Context: an optimization exercise on an open-source flow, tuned for small area, a short achievable clock period and few clock cycles per item. The choices shown serve that exercise and are no tape-out recipe.
Where RTL was checked, it was by simulation tests only, not by an equivalence proof against the original.

## run 1
==> flow/design.v <==
module tpe_fparse (
    input  wire         clk,
    input  wire         rst,
    input  wire         in_valid,
    input  wire [7:0]   in_data,
    input  wire         in_last,
    output reg          in_ready,
    output reg          out_valid,
    input  wire         out_ready,
    output reg          out_end,
    output wire [7:0]   out_kind,
    output reg          out_success,
    output reg  [31:0]  out_word,
    output wire [15:0]  out_period,
    output reg          out_flag,
    output reg  [103:0] out_temps,
    output reg  [15:0]  out_cursor
);
    localparam [7:0]  SYNC0       = 8'hCA;
    localparam [7:0]  SYNC1       = 8'hFE;
    localparam [15:0] CRC_POLY    = 16'h1021;
    localparam [15:0] CRC_INIT    = 16'hFFFF;
    function [15:0] crc_byte;
        input [15:0] c_in;
        input [7:0]  b;
        reg   [15:0] c;
        integer      i;
        begin
            c = c_in ^ {b, 8'h00};
            for (i = 0; i < 8; i = i + 1)
                c = c[15] ? ((c << 1) ^ CRC_POLY) : (c << 1);
            crc_byte = c;
        end
    endfunction
    reg  [8:0]  fidx;
    reg         rs;
    wire [8:0]  fe = rs ? 9'd0 : fidx;
    reg         hz;            
    wire [5:0]  fsel = {!(rs || hz), fe[4:0]};
    reg  [7:0]  rem;           
    reg         at_last;       
    reg         stopped;       
    reg  [15:0] crc_rx;
    reg  [15:0] crc;
    reg  [2:0]  kind;
    reg         chk;           
    reg  [3:0]  crcgood;       
    reg         lastp;         
    reg         fresh;         
    reg         end_pending;
    reg         end_zero;      
    reg         zq;            
    assign out_kind   = {5'd0, kind};
    assign out_period = out_temps[15:0];
    wire out_free = !out_valid || out_ready;
    wire take = in_valid && in_ready;
    wire wr = !out_valid;      
    wire type_ok = (in_data[7:3] == 5'd0) && (in_data[2:0] != 3'd0) && (in_data[2:0] != 3'd7);
    reg  hdr_bad;
    always @(*) begin
        case (fsel)
            6'd0:    hdr_bad = (in_data != SYNC0);
            6'd1:    hdr_bad = (in_data != SYNC1);
            6'd4:    hdr_bad = !type_ok;
            default: hdr_bad = 1'b0;
        endcase
    end
    wire f6 = (fsel == 6'd6);
    wire frame_done = f6 ? (in_data == 8'd0) : at_last;
    wire [15:0] crc_next = crc_byte(crc, in_data);
    reg  rec_len_ok;
    always @(*) begin
        case (kind)
            3'd4:    rec_len_ok = (fidx >= 9'd24);
            3'd3:    rec_len_ok = (fidx >= 9'd13);
            3'd6:    rec_len_ok = (fidx != 9'd7);
            default: rec_len_ok = 1'b1;
        endcase
    end
    wire        crc_ok   = chk && (&crcgood);
    wire        rec_b    = crc_ok && rec_len_ok;
    wire [9:0]  csum_lo  = {1'b0, out_cursor[8:0]} + {1'b0, fidx};
    wire [6:0]  cur_hi1  = out_cursor[15:9] + 7'd1;
    wire [15:0] csum     = {csum_lo[9] ? cur_hi1 : out_cursor[15:9], csum_lo[8:0]};
    integer k;
    always @(posedge clk) begin
        case (fsel)
            6'd2: crc_rx[7:0]  <= in_data;
            6'd3: crc_rx[15:8] <= in_data;
            6'd4: if (wr) kind        <= in_data[2:0];
            6'd5: if (wr) out_success <= (in_data != 8'd0);
            6'd7: if (wr) out_flag    <= (in_data != 8'd0);
            default: ;
        endcase
        for (k = 0; k < 4; k = k + 1)
            if (wr && fsel == 6'd7 + k) out_word[8*k +: 8] <= in_data;
        for (k = 0; k < 13; k = k + 1)
            if (wr && fsel == 6'd11 + k) out_temps[8*k +: 8] <= in_data;
        if (f6)
            rem <= in_data;
        else if (take)
            rem <= rem - 8'd1;
        if (fsel < 6'd4)
            crc <= CRC_INIT;
        else if (take)
            crc <= crc_next;
        for (k = 0; k < 4; k = k + 1)
            crcgood[k] <= (crc_next[4*k +: 4] == crc_rx[4*k +: 4]);
    end
    reg s0v, s0e, s1v, s1z, s2v;
    reg cur_zero;
    reg restart;
    always @(posedge clk) begin
        s0v = out_valid;   s0e = out_end;
        s1v = end_pending; s1z = end_zero;
        s2v = zq;
        cur_zero = 1'b0;
        restart = take && (in_last || frame_done);
        if (rst) begin
            fidx        <= 9'd0;
            hz          <= 1'b1;
            rs          <= 1'b0;
            at_last     <= 1'b0;
            stopped     <= 1'b0;
            chk         <= 1'b0;
            lastp       <= 1'b0;
            fresh       <= 1'b1;
            end_pending <= 1'b0;
            end_zero    <= 1'b0;
            zq          <= 1'b0;
            out_valid   <= 1'b0;
            in_ready    <= 1'b1;
        end else begin
            chk   <= take && frame_done && !stopped;
            lastp <= take && in_last;
            rs   <= restart;
            fidx <= take ? fe + 9'd1 : fe;
            hz   <= (rs || hz) && !(take && fe[4:0] == 5'h1f);
            if (restart)
                at_last <= 1'b0;
            else if (take)
                at_last <= f6 ? (in_data == 8'd1) : (fsel >= 6'd7 && rem == 8'd2);
            if (take && in_last)
                stopped <= 1'b0;
            else if ((take && !stopped && hdr_bad) || (chk && !(&crcgood) && !lastp))
                stopped <= 1'b1;
            if (crc_ok)
                fresh <= 1'b0;
            if (lastp)
                fresh <= 1'b1;
            if (fresh && !out_valid && !lastp)
                cur_zero = 1'b1;
            if (out_free) begin
                s0v = s1v;  s0e = 1'b1;
                if (s1v && s1z)
                    cur_zero = 1'b1;
                s1v = s2v;  s1z = 1'b1;
                s2v = 1'b0;
            end
            if (rec_b) begin
                s0v = 1'b1; s0e = 1'b0;
                if (lastp) begin
                    s1v = 1'b1; s1z = 1'b0;
                end
            end else if (lastp) begin
                if (!s0v) begin
                    s0v = 1'b1; s0e = 1'b1;
                    if (fresh) cur_zero = 1'b1;
                end else if (!s1v) begin
                    s1v = 1'b1; s1z = s0e;
                    if (fresh && !s0e) cur_zero = 1'b1;
                end else
                    s2v = 1'b1;
            end
            if (crc_ok)
                out_cursor <= csum;
            else if (cur_zero)
                out_cursor <= 16'd0;
            out_valid   <= s0v;
            out_end     <= s0e;
            end_pending <= s1v;
            end_zero    <= s1z;
            zq          <= s2v;
            in_ready    <= !(take && in_last) && !s2v &&
                           !(s0v && (take ? (!(in_last || (!f6 && at_last)) && fsel >= 6'd3)
                                          : (fsel >= 6'd4)));
        end
    end
endmodule
clock: 4.5 ns
lec_check: 0
abc_clock_period_in_ps: 2000
cap_margin: 20
core_margin: 2
core_utilization: 40
cts_cluster_diameter: 100
cts_cluster_size: 28
setup_slack_margin: 2.45
slew_margin: 20
standard.sh (not shown) runs the stock make flow with config.mk's settings and CLKGATE_MAP_FILE= SYNTH_SCRIPT=/design/flow/synth_recipe.tcl, a recipe that flattens the netlist after the stock synthesis.
==> flow/flow/run.sh <==
#!/bin/bash
# The standard layout, with plain buf_1 cells as the port buffers.
set -euo pipefail
export BUFFER_PORTS_ARGS="-buffer_cell sky130_fd_sc_hd__buf_1"
bash standard.sh > standard_flow.log 2>&1
Run 1: flow completed, timing, DRC and antenna clean
Testbench counts of run 1, summed over its fixed seeds: cycles 60,390, bytes 59,167.
[inputs] run 2 vs run 1
diff --git a/flow/design.v b/flow/design.v
--- a/flow/design.v
+++ b/flow/design.v
@@ -45,5 +45,5 @@
     reg  [2:0]  kind;
     reg         chk;           
-    reg  [3:0]  crcgood;       
+    reg  [1:0]  crcgood;       
     reg         lastp;         
     reg         fresh;         
@@ -105,6 +105,6 @@
         else if (take)
             crc <= crc_next;
-        for (k = 0; k < 4; k = k + 1)
-            crcgood[k] <= (crc_next[4*k +: 4] == crc_rx[4*k +: 4]);
+        for (k = 0; k < 2; k = k + 1)
+            crcgood[k] <= (crc_next[8*k +: 8] == crc_rx[8*k +: 8]);
     end
     reg s0v, s0e, s1v, s1z, s2v;
--- outcome ---
- In the metrics for run 1 and run 2, the one carrying the higher instance count of the mapped netlist is run 2.
- On cell count, the higher figure sits with run 2, not run 1.
- When run 2 is set beside run 1, its final setup slack of the worst path turns out to be 30 ps smaller.
- Run 2 — share of the final layout cell area in multi-input gates 0.89 points higher, run 1 as reference
- There was hardly any difference in total vias in the final route between run 1 and run 2.
No functional check of the RTL was part of run 2.

what the ideal ports hide:
The results above use ideal ports. As a check the final layouts listed here were re-extracted and re-timed, cells and wires unchanged.
Step 1 sets driving cells, clkbuf_16 on the clock port and buf_2 on the other inputs (assumed; they add their load-dependent delay and slew).
Step 2 adds t to the input delays and takes it off the output delays; t is the mean of the earliest and latest rising clock arrival at the registers after step 1. Input paths then give back, and output paths get back, about the clock's delay inside the block.
Three values: ideal ports, drivers, drivers and shift; two values: the first two.
run	shift t [ns]	setup slack, ns	hold WS [ns]	worst setup path after step 2	worst register clock-pin slew, ns
run 1	0.496	2.485 / 2.448 / 2.109	0.456 / 0.456 / 0.456	input to register	0.11 / 0.11
run 2	0.499	2.455 / 2.413 / 1.998	0.464 / 0.464 / 0.464	input to register	0.11 / 0.11
After both steps setup and hold are still met in every run listed. The setup slack of run 2, which loses most, moves by -0.042 ns with the drivers and by -0.457 ns with both steps.
